Source: an optimization exercise on an open RTL-to-GDS flow (aim: small area, a short achievable clock period and few clock cycles). Production flows keep margins and buffers that such runs may drop.
The RTL was checked by simulation tests, not by an equivalence proof against the original design.

`flow/config.mk`:
```
export PLATFORM = sky130hd
export DESIGN_NAME = rcb_canvas
export DESIGN_NICKNAME = rcb_canvas
export VERILOG_FILES = /design/flow/design.v
export SDC_FILE = /design/flow/constraint.sdc
export NUM_CORES = 4
export LEC_CHECK = 0
export CAP_MARGIN = 20
export CORE_MARGIN = 2
export CORE_UTILIZATION = 35
export PLACE_DENSITY = 0.5
export SLEW_MARGIN = 20
```
`flow/constraint.sdc`:
```
create_clock -name core_clock -period 45.0 [get_ports {clk}]
set_input_delay 9.0000 -clock core_clock [delete_from_list [all_inputs] [get_ports {clk}]]
set_output_delay 9.0000 -clock core_clock [all_outputs]
set_load 0.01 [all_outputs]
```
`flow/design.v`:
```
module rcb_norm (
    input  wire [31:0] angle,
    output wire [8:0]  imod
);
    wire [16:0] ub = {angle[31], angle[31:16]} + 17'd33120;
    wire [16:0] m  = ub % 17'd360;
    assign imod = m[8:0];
endmodule
module rcb_a2l (
    input  wire [24:0] norm,
    input  wire [5:0]  n,
    output wire [4:0]  idx,
    output wire [8:0]  r360,
    output wire [15:0] flo
);
    wire [29:0] u = n * norm;
    wire [13:0] t = u[29:16];
    wire [13:0] q = t / 14'd360;
    wire [13:0] r = t % 14'd360;
    assign idx  = q[4:0];
    assign r360 = r[8:0];
    assign flo  = u[15:0];
endmodule
module rcb_canvas (
    input  wire        clk,
    input  wire        rst,
    input  wire        cmd_valid,
    output wire        cmd_ready,
    input  wire [3:0]  cmd_op,
    input  wire [31:0] cmd_a,
    input  wire [31:0] cmd_b,
    input  wire        cmd_flag,
    input  wire [31:0] cmd_color,
    output reg         rsp_valid,
    output reg  [1:0]  rsp_code,
    output reg  [31:0] rsp_data
);
    localparam OP_NOP   = 4'd0;
    localparam OP_CLEAR = 4'd1;
    localparam OP_ARC   = 4'd2;
    localparam OP_FILL  = 4'd3;
    localparam OP_DECAY = 4'd4;
    localparam OP_A2L   = 4'd5;
    localparam OP_RDPIX = 4'd6;
    localparam OP_WRPIX = 4'd7;
    localparam OP_SETN  = 4'd8;
    localparam RSP_OK     = 2'd0;
    localparam RSP_RANGE  = 2'd2;
    localparam RSP_BADOPC = 2'd3;
    reg        rdy;                  
    reg        c_v;                  
    reg [3:0]  c_op;
    reg [31:0] c_a, c_b, c_col;
    reg        c_fl;
    reg [1:0]  c_ph;                 
    reg [3:0]  c_cnt;                
    reg [8:0]  c_r;                  
    reg [5:0]  n_q;                  
    reg [4:0]  h;                    
    reg [31:0] P [0:31];
    reg [31:0] dreg;                 
    reg        clr_al; reg [4:0] clr_st;
    reg        d_al;   reg [4:0] d_st;  reg [31:0] d_m, d_b;
    reg        a1_al;  reg [4:0] a1_st, a1_lo, a1_hi, a1_e; reg a1_nw, a1_ee;
    reg [31:0] a1_c, a1_ec;
    reg        a2_al;  reg [4:0] a2_st, a2_lo, a2_hi, a2_e; reg a2_nw, a2_ee;
    reg [31:0] a2_c, a2_ec;
    reg        f_al;   reg [4:0] f_st;  reg [31:0] f_t;
    assign cmd_ready = rdy;
    wire accept = cmd_valid & rdy;
    wire go     = c_v & rdy;
    wire op_clear = (c_op == OP_CLEAR);
    wire op_arc   = (c_op == OP_ARC);
    wire op_fill  = (c_op == OP_FILL);
    wire op_decay = (c_op == OP_DECAY);
    wire op_a2l   = (c_op == OP_A2L);
    wire op_rdpix = (c_op == OP_RDPIX);
    wire op_wrpix = (c_op == OP_WRPIX);
    wire op_setn  = (c_op == OP_SETN);
    wire a_ge_n   = (c_a[31:6] != 26'd0) || (c_a[5:0] >= n_q);
    wire fill_rng = c_a[31] || (c_a[30:0] > 31'h0001_0000);
    wire setn_rng = (c_a == 32'd0) || (c_a > 32'd32);
    wire at_head  = (c_a[4:0] == h);
    wire a_slot_ok = !a2_al && !f_al;
    wire d_slot_ok = !d_al && !a1_al && !a2_al && !f_al;
    wire tgt2      = a1_al;
    wire [8:0]  imF, imT;
    rcb_norm u_nF (.angle(c_a), .imod(imF));
    rcb_norm u_nT (.angle(c_b), .imod(imT));
    wire [4:0]  iF, iT;
    wire [8:0]  rF, rT;
    wire [15:0] loF, loT;
    rcb_a2l u_from (.norm(c_a[24:0]), .n(n_q), .idx(iF), .r360(rF), .flo(loF));
    rcb_a2l u_to   (.norm(c_b[24:0]), .n(n_q), .idx(iT), .r360(rT), .flo(loT));
    wire arc_nw = c_fl ? (c_b[24:0] >= c_a[24:0]) : (c_b[24:0] <= c_a[24:0]);
    wire [4:0] arc_lo = c_fl ? iF : iT;
    wire [4:0] arc_hi = c_fl ? iT : iF;
    wire alt_use = c_v & (op_fill & !f_al | op_arc & c_ph[1]);   
    wire d_use   = c_v & op_decay & d_slot_ok;                   
    wire [31:0] dp_v = alt_use ? c_col : d_use ? P[0] : P[1];
    wire [31:0] dp_m = (alt_use | d_use) ? c_a : d_m;
    wire [31:0] dp_b = alt_use ? 32'd0 : d_use ? c_b : d_b;
    reg  [31:0] dp_clamp, dp_edge;
    reg  signed [40:0] dp_x;
    reg  [12:0] dp_y;
    integer ch;
    always @(*) begin
        for (ch = 0; ch < 4; ch = ch + 1) begin
            dp_x = $signed({1'b0, dp_v[ch*8 +: 8]}) * $signed(dp_m) + $signed(dp_b);
            if (dp_x[40])
                dp_clamp[ch*8 +: 8] = 8'd0;
            else if (dp_x[39:24] != 16'd0)
                dp_clamp[ch*8 +: 8] = 8'd255;
            else
                dp_clamp[ch*8 +: 8] = dp_x[23:16];
            dp_y = dp_x[32:20] / 13'd45;
            dp_edge[ch*8 +: 8] = {1'b0, dp_y[6:0]};
        end
    end
    wire [7:0]  dec0c = d_b[31] ? 8'd0 : (d_b[30:24] != 7'd0) ? 8'd255 : d_b[23:16];
    wire ins1 = a1_nw ? (h >= a1_lo && h <= a1_hi) : (h >= a1_lo || h <= a1_hi);
    wire ins2 = a2_nw ? (h >= a2_lo && h <= a2_hi) : (h >= a2_lo || h <= a2_hi);
    wire edg1 = a1_ee && (h == a1_e);
    wire edg2 = a2_ee && (h == a2_e);
    wire [31:0] vD = d_al ? (clr_al ? {4{dec0c}} : dreg) : (clr_al ? 32'd0 : P[0]);
    wire [31:0] v1 = !a1_al ? vD : edg1 ? a1_ec : ins1 ? a1_c : vD;
    wire [31:0] v2 = !a2_al ? v1 : edg2 ? a2_ec : ins2 ? a2_c : v1;
    reg  [31:0] vF;
    always @(*) begin
        for (ch = 0; ch < 4; ch = ch + 1)
            vF[ch*8 +: 8] = (f_al && f_t[ch*8 +: 8] > v2[ch*8 +: 8]) ?
                            f_t[ch*8 +: 8] : v2[ch*8 +: 8];
    end
    wire step = c_v & (
          op_rdpix & !a_ge_n & (go | !at_head)
        | !go & op_wrpix & !a_ge_n & !a_slot_ok
        | !go & op_decay & !d_slot_ok
        | !go & op_fill & !fill_rng & f_al
        | !go & op_arc & (c_ph == 2'd0) & !a_slot_ok);
    wire [4:0] h_nx = step ? h + 5'd1 : h;
    wire arc_p0   = c_v & op_arc & (c_ph == 2'd0) & a_slot_ok;    
    wire arc_p1   = c_v & op_arc & (c_ph == 2'd1);                
    wire a2l_p0   = c_v & op_a2l & (c_ph == 2'd0);
    wire a2l_p1   = c_v & op_a2l & (c_ph == 2'd1);
    wire a2l_it   = c_v & op_a2l & c_ph[1];
    wire do_clr   = go & (op_clear | op_setn & !setn_rng);
    wire ins_d    = go & op_decay;
    wire ins_f    = go & op_fill & !fill_rng;
    wire ins_w    = go & op_wrpix & !a_ge_n;
    wire ins_a    = go & op_arc;
    wire ins_any  = ins_w | ins_a;
    wire clr_al_nx = do_clr | clr_al & !(step & (h_nx == clr_st));
    wire d_al_nx   = !do_clr & (ins_d | d_al & !(step & (h_nx == d_st)));
    wire a1_al_nx  = !do_clr & (ins_any & !tgt2 | a1_al & !(step & (h_nx == a1_st)));
    wire a2_al_nx  = !do_clr & (ins_any & tgt2 | a2_al & !(step & (h_nx == a2_st)));
    wire f_al_nx   = !do_clr & (ins_f | f_al & !(step & (h_nx == f_st)));
    wire a_ok_nx = !a2_al_nx & !f_al_nx;
    wire d_ok_nx = !d_al_nx & !a1_al_nx & !a2_al_nx & !f_al_nx;
    wire [4:0] t_lo = tgt2 ? a2_lo : a1_lo;
    wire [4:0] t_hi = tgt2 ? a2_hi : a1_hi;
    wire [4:0] arc_e = c_fl ? (({1'b0, t_hi} + 6'd1 == n_q) ? 5'd0 : t_hi + 5'd1)
                            : ((t_lo == 5'd0) ? n_q[4:0] - 5'd1 : t_lo - 5'd1);
    wire [9:0] a2l_r2 = {c_r, rsp_data[15]};
    wire       a2l_qb = (a2l_r2 >= 10'd360);
    wire [9:0] a2l_rn = a2l_qb ? a2l_r2 - 10'd360 : a2l_r2;
    wire [1:0] c_ph_nx = (arc_p0 | a2l_p0) ? 2'd1 : (arc_p1 | a2l_p1) ? 2'd2 : c_ph;
    wire [3:0] cnt_nx  = a2l_p1 ? 4'd0 : a2l_it ? c_cnt + 4'd1 : c_cnt;
    reg  pred_in, pred_held;
    always @(*) begin
        case (cmd_op)
        OP_ARC, OP_A2L: pred_in = 1'b0;
        OP_RDPIX:       pred_in = (cmd_a[4:0] == h_nx);
        OP_WRPIX:       pred_in = a_ok_nx;
        OP_DECAY:       pred_in = d_ok_nx;
        OP_FILL:        pred_in = !f_al_nx;
        default:        pred_in = 1'b1;
        endcase
        case (c_op)
        OP_ARC:   pred_held = c_ph_nx[1];
        OP_A2L:   pred_held = c_ph_nx[1] & (cnt_nx == 4'd15);
        OP_RDPIX: pred_held = a_ge_n | (c_a[4:0] == h_nx);
        OP_WRPIX: pred_held = a_ge_n | a_ok_nx;
        OP_DECAY: pred_held = d_ok_nx;
        OP_FILL:  pred_held = fill_rng | !f_al_nx;
        default:  pred_held = 1'b1;
        endcase
    end
    wire rdy_nx = accept ? pred_in : (c_v & !go) ? pred_held : 1'b1;
    integer k;
    always @(posedge clk) begin
        if (step) begin
            for (k = 0; k < 31; k = k + 1)
                P[k] <= P[k + 1];
            P[31] <= vF;
        end
        if (step | ins_d)
            dreg <= dp_clamp;
    end
    always @(posedge clk) begin
        if (rdy) begin
            c_op  <= cmd_op;
            c_a   <= cmd_a;
            c_b   <= cmd_b;
            c_col <= cmd_color;
            c_fl  <= cmd_flag;
        end else if (arc_p0 | a2l_p0) begin
            c_a   <= {7'd0, imF, c_a[15:0]};    
            c_b   <= {7'd0, imT, c_b[15:0]};
        end else if (arc_p1) begin
            c_a   <= {7'd0, rT, loT};           
        end
        c_cnt <= cnt_nx;
        if (a2l_p1)
            c_r <= rF;
        else if (a2l_it)
            c_r <= a2l_rn[8:0];
        if (ins_d) begin
            d_m <= c_a;
            d_b <= c_b;
            d_st <= h;
        end
        if (ins_f) begin
            f_t  <= dp_clamp;
            f_st <= h;
        end
        if (arc_p1 & !tgt2) begin
            a1_lo <= arc_lo; a1_hi <= arc_hi; a1_nw <= arc_nw; a1_ee <= 1'b1;
            a1_c  <= c_col;
        end
        if (arc_p1 & tgt2) begin
            a2_lo <= arc_lo; a2_hi <= arc_hi; a2_nw <= arc_nw; a2_ee <= 1'b1;
            a2_c  <= c_col;
        end
        if (ins_a & !tgt2) begin
            a1_e <= arc_e; a1_ec <= dp_edge; a1_st <= h;
        end
        if (ins_a & tgt2) begin
            a2_e <= arc_e; a2_ec <= dp_edge; a2_st <= h;
        end
        if (ins_w & !tgt2) begin
            a1_lo <= c_a[4:0]; a1_hi <= c_a[4:0]; a1_nw <= 1'b1; a1_ee <= 1'b0;
            a1_c  <= c_col; a1_st <= h;
        end
        if (ins_w & tgt2) begin
            a2_lo <= c_a[4:0]; a2_hi <= c_a[4:0]; a2_nw <= 1'b1; a2_ee <= 1'b0;
            a2_c  <= c_col; a2_st <= h;
        end
        if (do_clr)
            clr_st <= h;
        if (go) begin
            rsp_code <= RSP_OK;
            if (op_rdpix)
                rsp_data <= vF;
            if (op_rdpix & a_ge_n | op_wrpix & a_ge_n | op_fill & fill_rng
                | op_setn & setn_rng)
                rsp_code <= RSP_RANGE;
            if (c_op > OP_SETN)
                rsp_code <= RSP_BADOPC;
        end
        if (a2l_p1)
            rsp_data <= {11'd0, iF, loF};
        else if (a2l_it)
            rsp_data[15:0] <= {rsp_data[14:0], a2l_qb};
        if (rst) begin
            rdy       <= 1'b1;
            c_v       <= 1'b0;
            c_ph      <= 2'd0;
            rsp_valid <= 1'b0;
            n_q       <= 6'd32;
            h         <= 5'd0;
            clr_al    <= 1'b1;
            clr_st    <= 5'd0;
            d_al      <= 1'b0;
            a1_al     <= 1'b0;
            a2_al     <= 1'b0;
            f_al      <= 1'b0;
        end else begin
            rdy       <= rdy_nx;
            c_v       <= accept | c_v & !go;
            c_ph      <= go ? 2'd0 : c_ph_nx;
            rsp_valid <= go;
            if (go & op_setn & !setn_rng)
                n_q   <= c_a[5:0];
            h         <= h_nx;
            clr_al    <= clr_al_nx;
            d_al      <= d_al_nx;
            a1_al     <= a1_al_nx;
            a2_al     <= a2_al_nx;
            f_al      <= f_al_nx;
        end
    end
endmodule
```
`flow/run.sh`:
```
#!/bin/bash
# synth_recipe.tcl (not shown) runs the flow's synth.tcl, then flattens the netlist and writes it again
# the make line also repeats each setting of config.mk as NAME=value (left out here)
make -C /OpenROAD-flow-scripts/flow DESIGN_CONFIG=/design/flow/config.mk WORK_HOME=/design/flow/orfs CLKGATE_MAP_FILE= SYNTH_SCRIPT=/design/flow/synth_recipe.tcl finish
```
==> run summary <==
status - timing/DRC/antenna clean
Startpoint Class - flip-flop
most instantiated library cell after synthesis - edfxtp_1
Fin Clk Skew - 0.0987 ns
antenna violations before repair - 26
Setup TNS Final - 0 ns
Yosys reg bits - 1500
hold path start - P[21][15]
delay-heaviest family, CP - compound AO/OA/AOI/OAI gates
RSZ-0062 raised after global routing - no
Worst R2R Setup Slack - 28.71 ns
# hold bufs at CTS - 0
Worst Hold Depth - 0
Worst EP arrival - 16.94 ns
DP Wirelength - 275000 um
worst hold slack - 0.403 ns
grt met1 use - 28.8%
Synth async-reset ratio - 0%
post-CTS setup buffers - 0
clock root buffer - clkbuf_16
Die X - 581 um
fin nets - 12991
area leader, netlist - edfxtp_1
crit path max fanout - 38
P&R area growth vs syn - 10.6%
Finish-stage setup viols - 0
R2R depth - 47
grt ovf - 0
CTS tree - built
cells resized by post-CTS repair - 0
CP Buf/Inv Count - 3
GRT Max-Usage Layer - met2
WL/cell - 23.2 um
Initial Utilization - 35.2%
yosys warns - 2
CP Data Required Time - 45.64 ns
Pins Over Slew Limit - 0
share of layout cells above drive strength 1 - 7.54%
core footprint - 331000 um^2
setup ws final - 28.71 ns
Synth area leaders - edfxtp_1 (37%), fa_1 (19%), ha_1 (5.7%)
GR Util All Layers - 21.4%
chip height - 581 um
most frequent CP cell - fa_1
CTS H-Tree Depth - 4
vias - 85314
RePlAce Congestion - 0.919
clock-pin slew on the worst setup and hold paths - 0.06 ns
Period minus WS final - 16.29 ns
DP Worst Slack - 28.86 ns
io pins - 140
post-synth top area share - 37.5%
Crit Reg-Reg Endpoint - a2_ec[8]
Max Cap Viol - 0
number of synthesized flops with an enable pin - 1455
Die Area - 338000 um^2
Final Cycle Share - 36.2%
post-synthesis cell area - 117000 um^2
Bufs on Longest Clock Path - 4
Syn Inst Count - 11236
count of different cell masters after synthesis - 144
DRC Markers - 0
endpoint class of the critical path - flip-flop
Row Count - 211
Syn Nets - 12984
ys flop type - edfxtp_1
first-pass GRT wire length - 552000 um
met2 global-route usage - 34.7%
first drt pass iteration count - 8
share of the yosys chip area belonging to registers - 38.3%
final wirelength - 366000 um
IO buf count - 139
Worst R2R Start - f_al
slowest cell delay on critical path - 0.83 ns
worst skew pair latency - 0.86 ns
vias in the first global route - 87791
met3 GRT Util - 3.72%
CTS Sinks - 1500
CTS Buf Count - 163
final hold vios - 0
syn_area_per_cell - 10.4 um^2
Critical-path top delay cell - dfxtp_1
post-route ant nets - 0
class of the worst hold path - reg -> reg
pin count of the biggest net entering global routing - 200
hold endpoint - P[20][15]
Vias/cell - 5.42
final core utilization - 39.0%
Slew headroom - 16.1%
Achievable Freq - 61.4 MHz
synth cell count leaders - edfxtp_1 (1455), inv_1 (1420), nand2_1 (1135), nor2_1 (1133), fa_1 (1116)
Worst Max-Slew Pin Slew - 1.26 ns
critical path class - reg -> reg
Initial DRC Count - 7465
[metrics by stage]
| stage | instances | cell area (um^2) |
|---|---|---|
| 3_5_place_dp | 15443 | 124000 |
| 6_report | 15742 | 129000 |
| 4_1_cts | 15729 | 129000 |
| 5_1_grt | 15731 | 129000 |
| 3_3_place_gp | 15442 | 124000 |
| 2_1_floorplan | 11236 | 117000 |
[how the worst max path moves through the flow]
| stage | startpoint | endpoint | slack (ns) | cells after the start |
|---|---|---|---|---|
| finish | f_al | a2_ec[8] | 28.71 | 47 |
| global placement | c_op[1] | a1_ec[24] | 28.87 | 50 |
| detailed placement | c_op[1] | a1_ec[24] | 28.86 | 51 |
| floorplan | c_a[0] | rdy | 17.47 | 24 |
| global route | c_op[1] | a2_ec[24] | 27.96 | 51 |
| CTS | c_op[1] | a2_ec[24] | 28.80 | 51 |
[registers in the layout, summed over array words and instances, names as in the netlist, 6 cells and up, named ones only]
name	count
P	1024
c_b	32
f_t	32
c_a	32
rsp_data	32
a1_ec	28
a2_ec	28
dreg	32
c_col	32
a1_c	32
c_r	9
d_b	32
d_m	32
a2_c	32
n_q	6
[final cells by class]
cell class              count  area [um^2]
fillers                 32204       202000
multi-input cells        7764        65000
flip-flops and latches   1500        44600
well taps                4366         5460
inverters                1434         5390
clock buffers             201         4290
repair buffers            380         3250
clock inverters            85          861
diodes                     12         30.0
[cell families after synthesis]
kind of cell             count (synthesis)  synth area share (%)
AND/OR/NAND/NOR                       3485                  13.8
AO/OA/AOI/OAI                         2068                  12.1
buffers and inverters                 1972                  6.44
adder cells (fa/ha/maj)               1654                  24.9
flip-flops                            1500                  38.3
XOR/XNOR                               352                  2.70
multiplexers                           205                  1.84
[layout by cell type (no fill, tap or decap), drive strengths merged, types with 158 or more instances in the layout]
| cell type | instances |
|---|---|
| edfxtp | 1455 |
| inv | 1435 |
| nor2 | 1136 |
| nand2 | 1135 |
| fa | 1116 |
| a21oi | 554 |
| ha | 528 |
| o21ai | 437 |
| buf | 242 |
| and2 | 240 |
| xnor2 | 237 |
| clkbuf | 201 |
| nor3 | 183 |
| nand3 | 158 |
[layer usage]
| layer | share of wire (%) | up-vias | wire length (um) |
|---|---|---|---|
| li1 | - | 38427 | - |
| met3 | 7.0 | 562 | 25500 |
| met2 | 46 | 2893 | 169000 |
| met5 | 0.031 | - | 112 |
| met4 | 4.0 | 16 | 14500 |
| met1 | 43 | 43416 | 157000 |
Testbench counts, summed over its fixed seeds: cycles 5,110.

[afterwards: timing with drivers on the ports]
No port has a modelled driver above. Below, the same layout with a new extraction and two added sets of constraints. Step 1, drivers: a clkbuf_16 drives clk and a buf_2 each remaining input, both assumed. Step 2 adds t to the input delays and takes it off the output delays; t is the mean of the earliest and latest rising clock arrival at the registers after step 1. Input paths then give back, and output paths get back, about the clock's delay inside the block. Three values: ideal, step 1, step 2; two values: the first two.
shift t [ns]: 0.898
setup slack, ns: 28.707 / 28.707 / 28.707
worst register clock-pin slew, ns: 0.08 / 0.08
After both steps setup and hold are still met in this run. The setup slack of this run moves by 0.000 ns with the drivers and by 0.000 ns with both steps.
